Background: an optimization exercise with open tools, aiming at a short achievable clock period and few clock cycles. Do not read the settings as production practice.
Function was checked by simulation only, so behaviour that the tests miss may differ from the original.
No activity file was given, so power comes from the tool's default toggle rates.

### design.v
module col216_core (
    input  wire        clk,
    input  wire        rst,           
    input  wire [15:0] prog_len,      
    output wire [15:0] imem_addr,
    input  wire [31:0] imem_rdata,
    output wire [17:0] dmem_addr,     
    output wire        dmem_we,
    output wire [31:0] dmem_wdata,
    input  wire [31:0] dmem_rdata,
    output wire        wb_valid,      
    output wire [4:0]  wb_rd,
    output wire [31:0] wb_data,
    output wire        halted,
    output wire        fault,
    output wire [2:0]  fault_code,
    output wire [15:0] fault_pc
);
    localparam OP_ADD  = 6'd1;
    localparam OP_SUB  = 6'd2;
    localparam OP_MUL  = 6'd3;
    localparam OP_SLT  = 6'd4;
    localparam OP_ADDI = 6'd5;
    localparam OP_LW   = 6'd6;
    localparam OP_SW   = 6'd7;
    localparam OP_BEQ  = 6'd8;
    localparam OP_BNE  = 6'd9;
    localparam OP_J    = 6'd10;
    localparam F_INVREG  = 3'd1;
    localparam F_INVLAB  = 3'd2;
    localparam F_MEMADDR = 3'd3;
    localparam F_SYNTAX  = 3'd4;
    reg [31:0] rf [1:31];             
    reg [31:1] sb;                    
    reg        started;               
    reg [15:0] front;                 
    reg        bp;                    
    reg        fault_r;
    reg [2:0]  fault_code_r;
    reg [15:0] fault_pc_r;
    reg        idex_v;
    reg [15:0] idex_pc;
    reg [5:0]  idex_op;
    reg [31:0] idex_d1;
    reg [31:0] idex_d2;
    reg [15:0] idex_imm;
    reg [4:0]  idex_dest;
    reg        idex_rw;
    reg [15:0] idex_tgt;
    reg        exmem_v;
    reg        exmem_rw;
    reg        exmem_mr;
    reg        exmem_mw;
    reg [4:0]  exmem_dest;
    reg [31:0] exmem_res;
    reg [31:0] exmem_sv;
    reg        exmem_taken;
    reg [15:0] exmem_tgt;
    reg        memwb_v;
    reg        memwb_rw;
    reg [4:0]  memwb_dest;
    reg [31:0] memwb_val;
    wire        wb_en   = memwb_v & memwb_rw;
    wire [31:0] wb_dec  = 32'd1 << memwb_dest;
    wire [31:1] sb_clr  = wb_en ? wb_dec[31:1] : 31'd0;
    wire [31:1] sb_now  = sb & ~sb_clr;      
    wire        mem_redirect = exmem_v & exmem_taken;
    wire [31:0] mem_wbval    = exmem_mr ? dmem_rdata : exmem_res;
    wire [31:0] imm_sx  = {{16{idex_imm[15]}}, idex_imm};
    wire [31:0] ex_add  = idex_d1 + idex_d2;
    wire [31:0] ex_sub  = idex_d1 - idex_d2;
    wire [31:0] ex_mul  = idex_d1 * idex_d2;
    wire        ex_slt  = $signed(idex_d1) < $signed(idex_d2);
    wire [31:0] ex_addi = idex_d1 + imm_sx;
    wire [32:0] ex_ea   = {idex_d1[31], idex_d1} + {imm_sx[31], imm_sx};
    wire        ex_is_mem  = (idex_op == OP_LW) | (idex_op == OP_SW);
    wire        ex_ea_bad  = (ex_ea[1:0] != 2'b00)           
                           | ex_ea[32]                       
                           | (ex_ea[31:20] != 12'd0)         
                           | (ex_ea[19:0] < {2'b00, prog_len, 2'b00});  
    wire        ex_fault   = idex_v & ex_is_mem & ex_ea_bad;
    wire        ex_eq      = (idex_d1 == idex_d2);
    wire        ex_is_br   = (idex_op == OP_BEQ) | (idex_op == OP_BNE);
    wire        ex_taken   = ((idex_op == OP_BEQ) & ex_eq) | ((idex_op == OP_BNE) & ~ex_eq);
    wire        ex_jump    = idex_v & (idex_op == OP_J);
    wire        ex_nottaken = idex_v & ex_is_br & ~ex_taken;
    reg [31:0] ex_res;
    always @(*) begin
        case (idex_op)
            OP_ADD:  ex_res = ex_add;
            OP_SUB:  ex_res = ex_sub;
            OP_MUL:  ex_res = ex_mul;
            OP_SLT:  ex_res = {31'd0, ex_slt};
            OP_ADDI: ex_res = ex_addi;
            OP_LW,
            OP_SW:   ex_res = {14'd0, ex_ea[19:2]};
            default: ex_res = 32'd0;
        endcase
    end
    wire        squash   = mem_redirect | ex_jump;
    wire        bp_now   = bp & ~ex_nottaken;
    wire        fq_avail = started & (front < prog_len) & ~squash;
    wire        inspect  = fq_avail & ~bp_now & ~ex_fault;
    wire [31:0] instr = imem_rdata;
    wire [5:0]  op    = instr[31:26];
    wire [4:0]  rs    = instr[25:21];
    wire [4:0]  rt    = instr[20:16];
    wire [4:0]  rd    = instr[15:11];
    wire is_r    = (op == OP_ADD) | (op == OP_SUB) | (op == OP_MUL) | (op == OP_SLT);
    wire is_addi = (op == OP_ADDI);
    wire is_lw   = (op == OP_LW);
    wire is_sw   = (op == OP_SW);
    wire is_br   = (op == OP_BEQ) | (op == OP_BNE);
    wire is_j    = (op == OP_J);
    wire op_ok   = (op >= 6'd1) & (op <= 6'd10);
    wire bad_syntax = ~op_ok | (is_r & (instr[10:0] != 11'd0));
    wire bad_reg    = (is_r & (rd == 5'd0)) | ((is_addi | is_lw) & (rt == 5'd0));
    wire bad_label  = (is_br & (instr[15] | (instr[15:0] > prog_len)))
                    | (is_j  & (instr[25] | (instr[24:16] != 9'd0) | (instr[15:0] > prog_len)));
    wire       dec_fault = inspect & (bad_syntax | bad_reg | bad_label);
    wire [2:0] dec_code  = bad_syntax ? F_SYNTAX : bad_reg ? F_INVREG : F_INVLAB;
    wire       use_rs   = is_r | is_addi | is_lw | is_sw | is_br;
    wire       use_rt   = is_r | is_sw | is_br;
    wire       writes   = is_r | is_addi | is_lw;
    wire [4:0] dest     = is_r ? rd : rt;
    wire [31:0] dest_dec = 32'd1 << dest;
    wire [31:0] sb_full  = {sb_now, 1'b0};
    wire hazard = (use_rs & sb_full[rs]) | (use_rt & sb_full[rt]) | (writes & sb_full[dest]);
    wire issue = inspect & ~bad_syntax & ~bad_reg & ~bad_label & ~hazard;
    wire [31:0] rdata1 = (rs == 5'd0) ? 32'd0 :
                         (wb_en && memwb_dest == rs) ? memwb_val : rf[rs];
    wire [31:0] rdata2 = (rt == 5'd0) ? 32'd0 :
                         (wb_en && memwb_dest == rt) ? memwb_val : rf[rt];
    wire [15:0] redirect_tgt = ex_jump ? idex_tgt : exmem_tgt;
    wire tick_fault = ex_fault | dec_fault;
    integer i;
    always @(posedge clk) begin
        if (rst) begin
            for (i = 1; i < 32; i = i + 1)
                rf[i] <= 32'd0;
            sb           <= 31'd0;
            started      <= 1'b0;
            front        <= 16'd0;
            bp           <= 1'b0;
            fault_r      <= 1'b0;
            fault_code_r <= 3'd0;
            fault_pc_r   <= 16'd0;
            idex_v       <= 1'b0;
            exmem_v      <= 1'b0;
            memwb_v      <= 1'b0;
        end else if (!fault_r) begin
            if (wb_en)
                rf[memwb_dest] <= memwb_val;
            memwb_v    <= exmem_v;
            memwb_rw   <= exmem_rw;
            memwb_dest <= exmem_dest;
            memwb_val  <= mem_wbval;
            if (tick_fault) begin
                fault_r      <= 1'b1;
                fault_code_r <= ex_fault ? F_MEMADDR : dec_code;
                fault_pc_r   <= ex_fault ? idex_pc : front;
            end else begin
                exmem_v     <= idex_v;
                exmem_rw    <= idex_rw;
                exmem_mr    <= idex_op == OP_LW;
                exmem_mw    <= idex_op == OP_SW;
                exmem_dest  <= idex_dest;
                exmem_res   <= ex_res;
                exmem_sv    <= idex_d2;
                exmem_taken <= idex_v & ex_is_br & ex_taken;
                exmem_tgt   <= idex_tgt;
                idex_v    <= issue;
                idex_pc   <= front;
                idex_op   <= op;
                idex_d1   <= rdata1;
                idex_d2   <= rdata2;
                idex_imm  <= instr[15:0];
                idex_dest <= dest;
                idex_rw   <= writes;
                idex_tgt  <= instr[15:0];
                sb <= sb_now | ((issue & writes) ? dest_dec[31:1] : 31'd0);
                started <= 1'b1;
                if (squash) begin
                    front <= redirect_tgt;
                    bp    <= 1'b0;
                end else begin
                    if (issue)
                        front <= front + 16'd1;
                    bp <= bp_now | (issue & is_br);
                end
            end
        end
    end
    assign imem_addr  = front;
    assign dmem_addr  = exmem_res[17:0];
    assign dmem_we    = exmem_v & exmem_mw & ~fault_r;
    assign dmem_wdata = exmem_sv;
    assign wb_valid   = wb_en & ~fault_r;
    assign wb_rd      = memwb_dest;
    assign wb_data    = memwb_val;
    assign halted     = started & ~fault_r & (front >= prog_len)
                      & ~idex_v & ~exmem_v & ~memwb_v;
    assign fault      = fault_r;
    assign fault_code = fault_code_r;
    assign fault_pc   = fault_pc_r;
endmodule
### run.sh
#!/bin/bash
# synth_recipe.tcl (not shown) runs the flow's synth.tcl, then flattens the netlist and writes it again
# the make line also repeats each setting of config.mk as NAME=value (left out here)
make -C /OpenROAD-flow-scripts/flow DESIGN_CONFIG=/design/flow/config.mk WORK_HOME=/design/flow/orfs CLKGATE_MAP_FILE= SYNTH_SCRIPT=/design/flow/synth_recipe.tcl finish
### config.mk
export PLATFORM = sky130hd
export DESIGN_NAME = col216_core
export DESIGN_NICKNAME = col216_core
export VERILOG_FILES = /design/flow/design.v
export SDC_FILE = /design/flow/constraint.sdc
export NUM_CORES = 4
export LEC_CHECK = 0
export CAP_MARGIN = 20
export CORE_MARGIN = 2
export CORE_UTILIZATION = 40
export SLEW_MARGIN = 20
### constraint.sdc
create_clock -name core_clock -period 11.0 [get_ports {clk}]
set_input_delay 2.2000 -clock core_clock [delete_from_list [all_inputs] [get_ports {clk}]]
set_output_delay 2.2000 -clock core_clock [all_outputs]
set_load 0.01 [all_outputs]
==> results.sh <==
export IMPL_synth_ff_type="edfxtp_1"
export IMPL_multi_input_area_mm2=0.0473
export IMPL_crit_path_end_kind="register"
export IMPL_utilization_pct=44.8
export IMPL_relSlewSlack_pct=23.7
export IMPL_place_gp_congestion=0.936
export IMPL_clockRootBuffer="clkbuf_16"
export IMPL_worstReg2RegEnd="exmem_res[30]$_DFFE_PP_"
export IMPL_grt_max_degree=97
export IMPL_hold_end="memwb_dest[2]$_DFFE_PP_"
export IMPL_ys_seq_area_share_pct=43.6
export IMPL_cts_buffers=153
export IMPL_grt_antenna_before_repair=23
export IMPL_synth_edf_count=1259
export IMPL_r2r_slack_ns=2.73
export IMPL_final_common_cell="edfxtp_1"
export IMPL_whs_path_depth=0
export IMPL_p_leak_nw=38.4
export IMPL_vias_per_cell=6.05
export IMPL_synthesis_instances=7223
export IMPL_min_from="exmem_dest[2]$_DFFE_PP_"
export IMPL_worst_r2r_cell_count=24
export IMPL_cts_resized=0
export IMPL_numPortBuffers=207
export IMPL_worstMarginPinSlew_ns=1.14
export IMPL_h_tree_depth=4
export IMPL_area_growth_pct=11.7
export IMPL_firstDrtPassIters=6
export IMPL_seqCellArea_mm2=0.0392
export IMPL_yosysTopAreaCell="edfxtp_1"
export IMPL_slowest_delay_ns=1.09
export IMPL_core_mm2=0.224
export IMPL_syn_nets=7998
export IMPL_cts_tree="done"
export IMPL_critical_path_class="register to register"
export IMPL_drive_gt1_share_pct=16.0
export IMPL_min_period_ns=8.27
export IMPL_critical_path_arrival_ns=8.80
export IMPL_critical_path_top_delay_family="adder cells"
export IMPL_synth_seq_cells=1331
export IMPL_grt_use_total_pct=27.9
export IMPL_p_total_w=0.0312
export IMPL_outcome="timing/DRC/antenna clean"
export IMPL_worstPathCellList="buf_4 -> and2_1 -> fa_1 -> inv_1 -> fa_1 -> fa_1 -> fa_1 -> inv_1 -> ha_1 -> ha_1 -> fa_1 -> fa_1 -> ha_1 -> a21oi_1 -> nand3_1 -> o21ai_0 -> o31ai_1 -> o41ai_1 -> o31a_1 -> nand2b_1 -> a31oi_1 -> xor2_1 -> nor2_1 -> a211o_1"
export IMPL_fin_crit_sh_pct=75.1
export IMPL_slowest_stage="edfxtp_1"
export IMPL_fin_nets=7964
export IMPL_rsz0062_at_grt="false"
export IMPL_post_cts_setup_buffers=0
export IMPL_dpl_hpwl_um=202000
export IMPL_yosysTopAreaCellShare_pct=42.0
export IMPL_critical_path_required_ns=11.53
export IMPL_vias=62400
export IMPL_wirelength_um=321000
export IMPL_avgSynthCellArea_um2=12.5
export IMPL_rows=174
export IMPL_p_per_area_mw_per_mm2=310
export IMPL_maxCapViolations=0
export IMPL_synthDistinctLibCells=80
export IMPL_yosys_warnings=1
export IMPL_clk_pin_slew_worst_paths_ns=0.06
export IMPL_reg2reg_from="idex_d2[3]$_SDFFCE_PP0P_"
export IMPL_n_fill_cell=20000
export IMPL_start_util_pct=40.1
export IMPL_fmax_mhz=121
export IMPL_overflow=0
export IMPL_wl_per_cell_um=31.1
export IMPL_dieArea_mm2=0.229
export IMPL_cts_sinks=1331
export IMPL_clk_latency_ns=0.83
export IMPL_holdBufCountCts=0
export IMPL_cp_common_cell="fa_1"
export IMPL_die_x_um=479
export IMPL_mostFrequentLayoutCells="edfxtp_1, and2_1, mux4_2"
export IMPL_setup_tns_ns=0
export IMPL_crit_buf_inv=3
export IMPL_cts_buffer_depth=3
export IMPL_syn_area_mm2=0.0901
export IMPL_route_detailed_drc=0
export IMPL_num_io_pins=208
export IMPL_synth_area_top_cells="edfxtp_1, mux4_2, fa_1"
export IMPL_grt_pass1_vias=63700
export IMPL_ant_nets=0
export IMPL_ir_drop_mv=1.34
export IMPL_skew_ns=0.0487
export IMPL_slew_viol_final=0
export IMPL_finalSetupViolCount=0
export IMPL_hold_class="register to register"
export IMPL_drt_initial_drc_count=7430
export IMPL_crit_fanout=18
export IMPL_grt_pass1_wl_um=462000
export IMPL_cp_start_kind="register"
export IMPL_die_h_um=479
export IMPL_async_reset_ff_share_pct=0
export IMPL_hold_violations=0
## state kept, by name (all words and copies together) (netlist names), 3 cells and up
name / count
exmem_dest: 5
exmem_res: 32
exmem_sv: 32
exmem_tgt: 16
fault_code_r: 3
fault_pc_r: 16
front: 16
idex_d1: 32
idex_d2: 32
idex_dest: 5
idex_op: 6
idex_pc: 16
idex_tgt: 16
memwb_dest: 5
memwb_val: 32
rf: 1024
sb: 31
## Yosys cell counts, drive strengths merged, types with 79 or more instances
cell / instances
a21o: 79
buf: 112
mux4: 563
a21oi: 193
a211oi: 131
inv: 490
clkbuf: 468
nor2: 356
ha: 282
fa: 411
and2: 1254
o21ai: 156
nand2: 348
mux2i: 177
xnor2: 119
edfxtp: 1259
## report_power, final
part	internal (W)	leakage, nW	switching [W]
combinational	0.00870	22.7	0.0114
clock	0.00285	2.37	0.00224
sequential	0.00581	13.4	0.000212
## worst max path at each step
stage | endpoint | cells after the start | from
6_report | exmem_res[30]$_DFFE_PP_ | 24 | idex_d2[3]$_SDFFCE_PP0P_
5_1_grt | exmem_res[30]$_DFFE_PP_ | 24 | idex_d2[3]$_SDFFCE_PP0P_
4_1_cts | exmem_res[30]$_DFFE_PP_ | 24 | idex_d2[3]$_SDFFCE_PP0P_
3_5_place_dp | exmem_res[30]$_DFFE_PP_ | 24 | idex_d2[3]$_SDFFCE_PP0P_
3_3_place_gp | exmem_res[30]$_DFFE_PP_ | 24 | idex_d2[3]$_SDFFCE_PP0P_
2_1_floorplan | exmem_dest[0]$_DFFE_PP_ | 13 | imem_rdata[17]
## layout make-up
type / instances / share of cell area [%]
Sequential cell: 1331 / 39.0
Multi-Input combinational cell: 4820 / 47.0
Antenna cell: 6 / 0.0149
Tap cell: 2992 / 3.72
Clock buffer: 198 / 4.00
Timing Repair Buffer: 391 / 3.55
Clock inverter: 84 / 0.862
Inverter: 492 / 1.84
## through the flow
stage / cells / setup WS, ns / instance area, um2 / hold slack [ns]
after floorplan: 7223 / 0.871 / 90100 / 0.400
after global placement: 10000 / 2.91 / 95700 / 0.401
after detailed placement: 10000 / 2.87 / 95700 / 0.405
after CTS: 10300 / 2.77 / 101000 / 0.398
after global routing: 10300 / 2.39 / 101000 / 0.422
final: 10300 / 2.73 / 101000 / 0.410
## worst register-to-register path: cells and delay by family, from the launching register on
| kind | cells | cell delay (ns) |
|---|---|---|
| adder cells (fa/ha/maj) | 9 | 3.71 |
| flip-flops | 1 | 1.09 |
| buffers and inverters | 3 | 0.54 |
| XOR/XNOR | 1 | 0.17 |
| AND/OR/NAND/NOR | 4 | 0.47 |
| AO/OA/AOI/OAI | 7 | 2.01 |
## layer usage
metal | wire length (um) | up-vias | track usage (%)
li1 | - | 26000 | -
met1 | 124000 | 32300 | 36.4
met2 | 151000 | 3270 | 45.1
met3 | 31000 | 756 | 6.10
met4 | 14800 | 10 | 11.2
met5 | 59 | - | 0
## kinds of logic (layout without fill, tap and decap cells)
logic type	after synthesis	in the layout	synth area share [%]
xor gates and xnor gates	177	177	1.72
buffers and inverters	1072	1165	4.58
and+or+nand+nor	2288	2288	13.9
AOI/OAI and AO/OA	857	857	6.40
other	0	6	0
adders and majority gates	693	693	13.0
DFF	1331	1331	43.6
muxes	805	805	16.9
Testbench counts, summed over its fixed seeds: cycles 182,954.

-- re-timing with driven ports --
How much do the figures lean on ideal ports? The routed layout below was timed once more, with nothing changed but the port constraints.
Step 1: set_driving_cell puts a clkbuf_16 on clk and a buf_2 on each other input, an assumption about the parent block.
Step 2 moves the port delays by t, midway between the first and last clock arrival at a register: inputs arrive t later, outputs are due t later. That takes back most of the time a late clock gives input paths.
a / b / c = ideal / step 1 / step 2; a / b = the first two.
shift t [ns]: 0.899
slack for setup (ns): 2.734 / 2.734 / 2.734
worst setup path after step 2: register to register
After both steps this run still meets setup and hold. For this run, drivers alone change the setup slack by 0.000 ns; drivers and shift together by 0.000 ns.
